Background: an optimization exercise with open tools, aiming at small area, a short achievable clock period and few clock cycles per item. Do not read the settings as production practice.
In this exercise RTL edits were held to simulation tests only and were not proved equivalent to the original.
Power figures rest on the tool's default switching activity, not on a simulated workload.

==> flow/design.v <==
module feistel_cbc (
    input              clk,
    input              rst,
    input              start,
    input      [3:0]   op,
    input      [2:0]   kidx,
    input      [255:0] din,
    output             ready,
    output reg         done,
    output reg         err,
    output     [63:0]  blk,
    output     [63:0]  chain
);
    localparam OP_KEYLD   = 4'd0;
    localparam OP_BLKLD   = 4'd1;
    localparam OP_CHAINLD = 4'd2;
    localparam OP_BENC    = 4'd3;
    localparam OP_BDEC    = 4'd4;
    localparam OP_CBCENC  = 4'd5;
    localparam OP_CBCDEC  = 4'd6;
    localparam OP_FROUND  = 4'd7;
    localparam OP_FSWAP   = 4'd8;
    reg        idle;      
    reg        fr_q;      
    reg        dec_q;     
    reg        cenc_q;    
    reg        cdec_q;    
    reg [4:0]  rnd;       
    reg [31:0] key [0:7];
    reg [31:0] ka;        
    reg [63:0] blk_q;
    reg [63:0] chain_q;
    reg [63:0] save;      
    wire busy = ~idle;
    assign ready = idle;
    assign blk   = blk_q;
    assign chain = chain_q;
    wire is_dec  = (op == OP_BDEC) || (op == OP_CBCDEC);
    wire spec    = (op == OP_BENC) || is_dec;      
    wire acc_op  = ~rst & idle & start;
    wire op_kld  = acc_op & (op == OP_KEYLD);
    wire op_bld  = acc_op & (op == OP_BLKLD);
    wire op_cld  = acc_op & (op == OP_CHAINLD);
    wire op_spec = acc_op & spec;
    wire op_cenc = acc_op & (op == OP_CBCENC);
    wire op_swap = acc_op & (op == OP_FSWAP);
    wire [4:0] rnd_i  = rnd + 5'd1;
    wire       rev_i  = dec_q ? (rnd_i >= 5'd8) : (rnd_i >= 5'd24);
    wire [2:0] sel_b  = fr_q ? (rnd[3] ? 3'd0 : rnd[2:0]) : (rnd_i[2:0] ^ {3{rev_i}});
    wire [7:0]  sel_h = 8'd1 << sel_b;                
    wire [31:0] k_b;
    key_pick kp (.k0(key[0]), .k1(key[1]), .k2(key[2]), .k3(key[3]),
                 .k4(key[4]), .k5(key[5]), .k6(key[6]), .k7(key[7]), .sel(sel_h), .k(k_b));
    wire        last   = (rnd == 5'd31);
    wire        fin    = busy & ~fr_q & last;         
    wire        fr_go  = busy & fr_q & rnd[3];        
    wire [31:0] l_in   = blk_q[63:32] ^ (chain_q[63:32] & {32{fin & cdec_q}});
    wire [31:0] f_r;                                  
    feistel_f rf (.l(l_in), .r(blk_q[31:0]), .k(ka), .o(f_r));
    wire        rnd_go = op_spec | (busy & ~fr_q & ~last) | fr_go;
    wire        bsel_lo = ~rst & rnd_go;
    wire        bsel_hi = ~rst & fin;
    reg  [31:0] blo_o, bhi_o;
    always @* begin
        blo_o = blk_q[31:0];
        bhi_o = blk_q[63:32];
        if (rst) begin
            blo_o = 32'd0;
            bhi_o = 32'd0;
        end else if (op_bld) begin
            blo_o = din[31:0];
            bhi_o = din[63:32];
        end else if (op_cenc) begin
            blo_o = blk_q[31:0]  ^ chain_q[31:0];
            bhi_o = blk_q[63:32] ^ chain_q[63:32];
        end else if (op_swap) begin
            blo_o = blk_q[63:32];
            bhi_o = blk_q[31:0];
        end else if (fin) begin
            blo_o = blk_q[31:0] ^ (chain_q[31:0] & {32{cdec_q}});
        end else if (rnd_go) begin
            bhi_o = blk_q[31:0];
        end
    end
    wire        csel_hi = ~rst & fin & cenc_q;
    reg  [31:0] clo_o, chi_o;
    always @* begin
        clo_o = chain_q[31:0];
        chi_o = chain_q[63:32];
        if (rst) begin
            clo_o = 32'd0;
            chi_o = 32'd0;
        end else if (op_cld) begin
            clo_o = din[31:0];
            chi_o = din[63:32];
        end else if (fin && cenc_q) begin
            clo_o = blk_q[31:0];
        end else if (fin && cdec_q) begin
            clo_o = save[31:0];
            chi_o = save[63:32];
        end
    end
    wire [31:0] blo_n, bhi_n, chi_n;
    rnd_pick pb_lo (.sel(bsel_lo), .a(f_r), .b(blo_o), .y(blo_n));
    rnd_pick pb_hi (.sel(bsel_hi), .a(f_r), .b(bhi_o), .y(bhi_n));
    rnd_pick pc_hi (.sel(csel_hi), .a(f_r), .b(chi_o), .y(chi_n));
    integer j;
    always @(posedge clk) begin
        blk_q   <= {bhi_n, blo_n};
        chain_q <= {chi_n, clo_o};
        if (op_spec)
            save <= blk_q;
        if (rst)
            ka <= 32'd0;
        else if (busy)
            ka <= k_b;
        else if (op_kld)
            ka <= din[255:224];       
        else if (op_spec)
            ka <= key[1];
        else
            ka <= key[0];
        if (rst) begin
            idle <= 1'b1;
            done <= 1'b0;
            err  <= 1'b0;
            for (j = 0; j < 8; j = j + 1)
                key[j] <= 32'd0;
        end else if (idle) begin
            done <= 1'b0;
            if (start) begin
                err    <= 1'b0;
                fr_q   <= (op == OP_FROUND);
                dec_q  <= is_dec;
                cenc_q <= (op == OP_CBCENC);
                cdec_q <= (op == OP_CBCDEC);
                rnd    <= (op == OP_FROUND) ? {2'b00, kidx} : {4'd0, spec};
                case (op)
                    OP_KEYLD: begin
                        for (j = 0; j < 8; j = j + 1)
                            key[j] <= din[255 - 32*j -: 32];
                        done <= 1'b1;
                    end
                    OP_BLKLD, OP_CHAINLD, OP_FSWAP:
                        done <= 1'b1;
                    OP_BENC, OP_BDEC, OP_CBCENC, OP_CBCDEC, OP_FROUND:
                        idle <= 1'b0;
                    default: begin
                        err  <= 1'b1;
                        done <= 1'b1;
                    end
                endcase
            end
        end else if (fr_q) begin
            rnd[3] <= 1'b1;
            if (rnd[3]) begin
                idle <= 1'b1;
                done <= 1'b1;
            end
        end else begin
            rnd <= rnd_i;
            if (last) begin
                idle <= 1'b1;
                done <= 1'b1;
            end
        end
    end
endmodule
module feistel_f (
    input  [31:0] l,
    input  [31:0] r,
    input  [31:0] k,
    output [31:0] o
);
    wire [31:0] s, u0, u1, u;
    wire [7:0]  g, p, c;
    f_nib_add a0 (.r(r[3:0]), .k(k[3:0]), .s(s[3:0]), .g(g[0]), .p(p[0]));
    f_sbox #(.ROW(64'hC462A5B9E8D703F1)) b0 (.v(s[3:0]), .o0(u0[3:0]), .o1(u1[3:0]));
    f_nib_add a1 (.r(r[7:4]), .k(k[7:4]), .s(s[7:4]), .g(g[1]), .p(p[1]));
    f_sbox #(.ROW(64'h68239A5C1E47BD0F)) b1 (.v(s[7:4]), .o0(u0[7:4]), .o1(u1[7:4]));
    f_nib_add a2 (.r(r[11:8]), .k(k[11:8]), .s(s[11:8]), .g(g[2]), .p(p[2]));
    f_sbox #(.ROW(64'hB3582FADE174C960)) b2 (.v(s[11:8]), .o0(u0[11:8]), .o1(u1[11:8]));
    f_nib_add a3 (.r(r[15:12]), .k(k[15:12]), .s(s[15:12]), .g(g[3]), .p(p[3]));
    f_sbox #(.ROW(64'hC821D4F670A53E9B)) b3 (.v(s[15:12]), .o0(u0[15:12]), .o1(u1[15:12]));
    f_nib_add a4 (.r(r[19:16]), .k(k[19:16]), .s(s[19:16]), .g(g[4]), .p(p[4]));
    f_sbox #(.ROW(64'h7F5A816D093EB42C)) b4 (.v(s[19:16]), .o0(u0[19:16]), .o1(u1[19:16]));
    f_nib_add a5 (.r(r[23:20]), .k(k[23:20]), .s(s[23:20]), .g(g[5]), .p(p[5]));
    f_sbox #(.ROW(64'h5DF692CAB78143E0)) b5 (.v(s[23:20]), .o0(u0[23:20]), .o1(u1[23:20]));
    f_nib_add a6 (.r(r[27:24]), .k(k[27:24]), .s(s[27:24]), .g(g[6]), .p(p[6]));
    f_sbox #(.ROW(64'h8E25691CF4B0DA37)) b6 (.v(s[27:24]), .o0(u0[27:24]), .o1(u1[27:24]));
    f_nib_add a7 (.r(r[31:28]), .k(k[31:28]), .s(s[31:28]), .g(g[7]), .p(p[7]));
    f_sbox #(.ROW(64'h17ED05834FA69CB2)) b7 (.v(s[31:28]), .o0(u0[31:28]), .o1(u1[31:28]));
    f_carry cy (.g(g), .p(p), .c(c));
    genvar i;
    generate
        for (i = 0; i < 8; i = i + 1) begin : pick
            assign u[4*i +: 4] = c[i] ? u1[4*i +: 4] : u0[4*i +: 4];
        end
    endgenerate
    assign o = l ^ {u[20:0], u[31:21]};    
endmodule
module f_nib_add (
    input  [3:0] r,
    input  [3:0] k,
    output [3:0] s,
    output       g,
    output       p
);
    wire [3:0] pp = r ^ k;
    wire [3:0] gg = r & k;
    wire c1 = gg[0];
    wire c2 = gg[1] | pp[1] & gg[0];
    wire c3 = gg[2] | pp[2] & gg[1] | pp[2] & pp[1] & gg[0];
    assign g = gg[3] | pp[3] & gg[2] | pp[3] & pp[2] & gg[1] | pp[3] & pp[2] & pp[1] & gg[0];
    assign p = &pp;
    assign s = pp ^ {c3, c2, c1, 1'b0};
endmodule
module f_carry (
    input  [7:0] g,
    input  [7:0] p,
    output [7:0] c
);
    wire g30 = g[3] | p[3] & g[2] | p[3] & p[2] & g[1] | p[3] & p[2] & p[1] & g[0];
    assign c[0] = 1'b0;
    assign c[1] = g[0];
    assign c[2] = g[1] | p[1] & g[0];
    assign c[3] = g[2] | p[2] & g[1] | p[2] & p[1] & g[0];
    assign c[4] = g30;
    assign c[5] = g[4] | p[4] & g30;
    assign c[6] = g[5] | p[5] & g[4] | p[5] & p[4] & g30;
    assign c[7] = g[6] | p[6] & g[5] | p[6] & p[5] & g[4] | p[6] & p[5] & p[4] & g30;
endmodule
module f_sbox #(
    parameter [63:0] ROW = 64'h0
) (
    input      [3:0] v,
    output reg [3:0] o0,
    output reg [3:0] o1
);
    always @* begin
        case (v)
            4'd0: begin o0 = ROW[63:60]; o1 = ROW[59:56]; end
            4'd1: begin o0 = ROW[59:56]; o1 = ROW[55:52]; end
            4'd2: begin o0 = ROW[55:52]; o1 = ROW[51:48]; end
            4'd3: begin o0 = ROW[51:48]; o1 = ROW[47:44]; end
            4'd4: begin o0 = ROW[47:44]; o1 = ROW[43:40]; end
            4'd5: begin o0 = ROW[43:40]; o1 = ROW[39:36]; end
            4'd6: begin o0 = ROW[39:36]; o1 = ROW[35:32]; end
            4'd7: begin o0 = ROW[35:32]; o1 = ROW[31:28]; end
            4'd8: begin o0 = ROW[31:28]; o1 = ROW[27:24]; end
            4'd9: begin o0 = ROW[27:24]; o1 = ROW[23:20]; end
            4'd10: begin o0 = ROW[23:20]; o1 = ROW[19:16]; end
            4'd11: begin o0 = ROW[19:16]; o1 = ROW[15:12]; end
            4'd12: begin o0 = ROW[15:12]; o1 = ROW[11:8]; end
            4'd13: begin o0 = ROW[11:8]; o1 = ROW[7:4]; end
            4'd14: begin o0 = ROW[7:4]; o1 = ROW[3:0]; end
            4'd15: begin o0 = ROW[3:0]; o1 = ROW[63:60]; end
            default: begin o0 = 4'd0; o1 = 4'd0; end
        endcase
    end
endmodule
module rnd_pick (
    input         sel,
    input  [31:0] a,
    input  [31:0] b,
    output [31:0] y
);
    assign y = sel ? a : b;
endmodule
module key_pick (
    input  [31:0] k0, k1, k2, k3, k4, k5, k6, k7,
    input  [7:0]  sel,
    output [31:0] k
);
    assign k = ({32{sel[0]}} & k0) | ({32{sel[1]}} & k1) | ({32{sel[2]}} & k2) | ({32{sel[3]}} & k3)
             | ({32{sel[4]}} & k4) | ({32{sel[5]}} & k5) | ({32{sel[6]}} & k6) | ({32{sel[7]}} & k7);
endmodule
Settings: LEC_CHECK=0, CAP_MARGIN=20, CORE_MARGIN=2, CORE_UTILIZATION=40, SETUP_SLACK_MARGIN=4.0, SLEW_MARGIN=20, SYNTH_HIERARCHICAL=1, SYNTH_MINIMUM_KEEP_SIZE=0; clock period 7.0 ns.
standard.sh (not shown) runs the stock make flow with config.mk's settings and CLKGATE_MAP_FILE= SYNTH_SCRIPT=/design/flow/synth_recipe.tcl, a recipe that flattens the netlist after the stock synthesis.
==> flow/flow/run.sh <==
#!/bin/bash
# Standard ORFS layout with two changes: synthesis leaves out Yosys's
# full/half-adder extraction (ADDER_MAP_FILE empty), so ABC maps the adders
# with the rest of the logic; and the port buffers are the smallest buffer
# (sky130_fd_sc_hd__buf_1) instead of the cell buffer_ports picks by itself.
set -euo pipefail
cd "$(dirname "$0")/.."
bash standard.sh 'ADDER_MAP_FILE=' 'BUFFER_PORTS_ARGS=-buffer_cell sky130_fd_sc_hd__buf_1' finish > make_finish.log 2>&1
Testbench counts at the start, summed over its fixed seeds: cycles 12,832, blocks 384.
Change:
--- a/flow/design.v
+++ b/flow/design.v
@@ -173,11 +173,12 @@
     output [31:0] o
 );
     wire [31:0] s, u0, u1, u;
     wire [7:0]  g, p, c;
     f_nib_add a0 (.r(r[3:0]), .k(k[3:0]), .s(s[3:0]), .g(g[0]), .p(p[0]));
-    f_sbox #(.ROW(64'hC462A5B9E8D703F1)) b0 (.v(s[3:0]), .o0(u0[3:0]), .o1(u1[3:0]));
+    f_sbox1 #(.ROW(64'hC462A5B9E8D703F1)) b0 (.v(s[3:0]), .o0(u0[3:0]));    
+    assign u1[3:0] = u0[3:0];
     f_nib_add a1 (.r(r[7:4]), .k(k[7:4]), .s(s[7:4]), .g(g[1]), .p(p[1]));
     f_sbox #(.ROW(64'h68239A5C1E47BD0F)) b1 (.v(s[7:4]), .o0(u0[7:4]), .o1(u1[7:4]));
     f_nib_add a2 (.r(r[11:8]), .k(k[11:8]), .s(s[11:8]), .g(g[2]), .p(p[2]));
     f_sbox #(.ROW(64'hB3582FADE174C960)) b2 (.v(s[11:8]), .o0(u0[11:8]), .o1(u1[11:8]));
     f_nib_add a3 (.r(r[15:12]), .k(k[15:12]), .s(s[15:12]), .g(g[3]), .p(p[3]));
@@ -186,11 +187,13 @@
     f_sbox #(.ROW(64'h7F5A816D093EB42C)) b4 (.v(s[19:16]), .o0(u0[19:16]), .o1(u1[19:16]));
     f_nib_add a5 (.r(r[23:20]), .k(k[23:20]), .s(s[23:20]), .g(g[5]), .p(p[5]));
     f_sbox #(.ROW(64'h5DF692CAB78143E0)) b5 (.v(s[23:20]), .o0(u0[23:20]), .o1(u1[23:20]));
     f_nib_add a6 (.r(r[27:24]), .k(k[27:24]), .s(s[27:24]), .g(g[6]), .p(p[6]));
     f_sbox #(.ROW(64'h8E25691CF4B0DA37)) b6 (.v(s[27:24]), .o0(u0[27:24]), .o1(u1[27:24]));
-    f_nib_add a7 (.r(r[31:28]), .k(k[31:28]), .s(s[31:28]), .g(g[7]), .p(p[7]));
+    f_nib_sum a7 (.r(r[31:28]), .k(k[31:28]), .s(s[31:28]));            
+    assign g[7] = 1'b0;
+    assign p[7] = 1'b0;
     f_sbox #(.ROW(64'h17ED05834FA69CB2)) b7 (.v(s[31:28]), .o0(u0[31:28]), .o1(u1[31:28]));
     f_carry cy (.g(g), .p(p), .c(c));
     genvar i;
     generate
         for (i = 0; i < 8; i = i + 1) begin : pick
@@ -213,10 +216,22 @@
     wire c3 = gg[2] | pp[2] & gg[1] | pp[2] & pp[1] & gg[0];
     assign g = gg[3] | pp[3] & gg[2] | pp[3] & pp[2] & gg[1] | pp[3] & pp[2] & pp[1] & gg[0];
     assign p = &pp;
     assign s = pp ^ {c3, c2, c1, 1'b0};
 endmodule
+module f_nib_sum (
+    input  [3:0] r,
+    input  [3:0] k,
+    output [3:0] s
+);
+    wire [3:0] pp = r ^ k;
+    wire [3:0] gg = r & k;
+    wire c1 = gg[0];
+    wire c2 = gg[1] | pp[1] & gg[0];
+    wire c3 = gg[2] | pp[2] & gg[1] | pp[2] & pp[1] & gg[0];
+    assign s = pp ^ {c3, c2, c1, 1'b0};
+endmodule
 module f_carry (
     input  [7:0] g,
     input  [7:0] p,
     output [7:0] c
 );
@@ -227,10 +242,38 @@
     assign c[3] = g[2] | p[2] & g[1] | p[2] & p[1] & g[0];
     assign c[4] = g30;
     assign c[5] = g[4] | p[4] & g30;
     assign c[6] = g[5] | p[5] & g[4] | p[5] & p[4] & g30;
     assign c[7] = g[6] | p[6] & g[5] | p[6] & p[5] & g[4] | p[6] & p[5] & p[4] & g30;
+endmodule
+module f_sbox1 #(
+    parameter [63:0] ROW = 64'h0
+) (
+    input      [3:0] v,
+    output reg [3:0] o0
+);
+    always @* begin
+        case (v)
+            4'd0: o0 = ROW[63:60];
+            4'd1: o0 = ROW[59:56];
+            4'd2: o0 = ROW[55:52];
+            4'd3: o0 = ROW[51:48];
+            4'd4: o0 = ROW[47:44];
+            4'd5: o0 = ROW[43:40];
+            4'd6: o0 = ROW[39:36];
+            4'd7: o0 = ROW[35:32];
+            4'd8: o0 = ROW[31:28];
+            4'd9: o0 = ROW[27:24];
+            4'd10: o0 = ROW[23:20];
+            4'd11: o0 = ROW[19:16];
+            4'd12: o0 = ROW[15:12];
+            4'd13: o0 = ROW[11:8];
+            4'd14: o0 = ROW[7:4];
+            4'd15: o0 = ROW[3:0];
+            default: o0 = 4'd0;
+        endcase
+    end
 endmodule
 module f_sbox #(
     parameter [63:0] ROW = 64'h0
 ) (
     input      [3:0] v,
Result: The new run completed with no timing, DRC or antenna violations. Final area is about the same. Non-clock buffer count came out lower by 1. Total power rose slightly. Synthesized cell count went down slightly. Setup slack is worse by 91 ps. Final cell count falls slightly. Flip-flop and latch count is unchanged. Critical path depth fell by 1.
Testbench counts after the change, summed over its fixed seeds: cycles 12,832, blocks 384.

## static timing again, ports no longer ideal
Ports are ideal in the flow. The routed layouts listed here were re-timed in OpenROAD. Step 1: set_driving_cell puts a clkbuf_16 on clk and a buf_2 on each other input, an assumption about the parent block. Step 2 moves the port delays by t, midway between the first and last clock arrival at a register: inputs arrive t later, outputs are due t later. That takes back most of the time a late clock gives input paths. Three values: ideal, step 1, step 2; two values: the first two.
| run | shift t [ns] | setup slack, ns | latest minus earliest clock arrival (ns) |
|---|---|---|---|
| the first run | 0.678 | 4.024 / 3.890 / 3.212 | 0.030 / 0.029 |
| the second run | 0.673 | 3.933 / 3.846 / 3.173 | 0.024 / 0.024 |
After both steps every run listed still meets setup and hold. For the first run, which loses most, drivers alone change the setup slack by -0.134 ns; drivers and shift together by -0.812 ns.
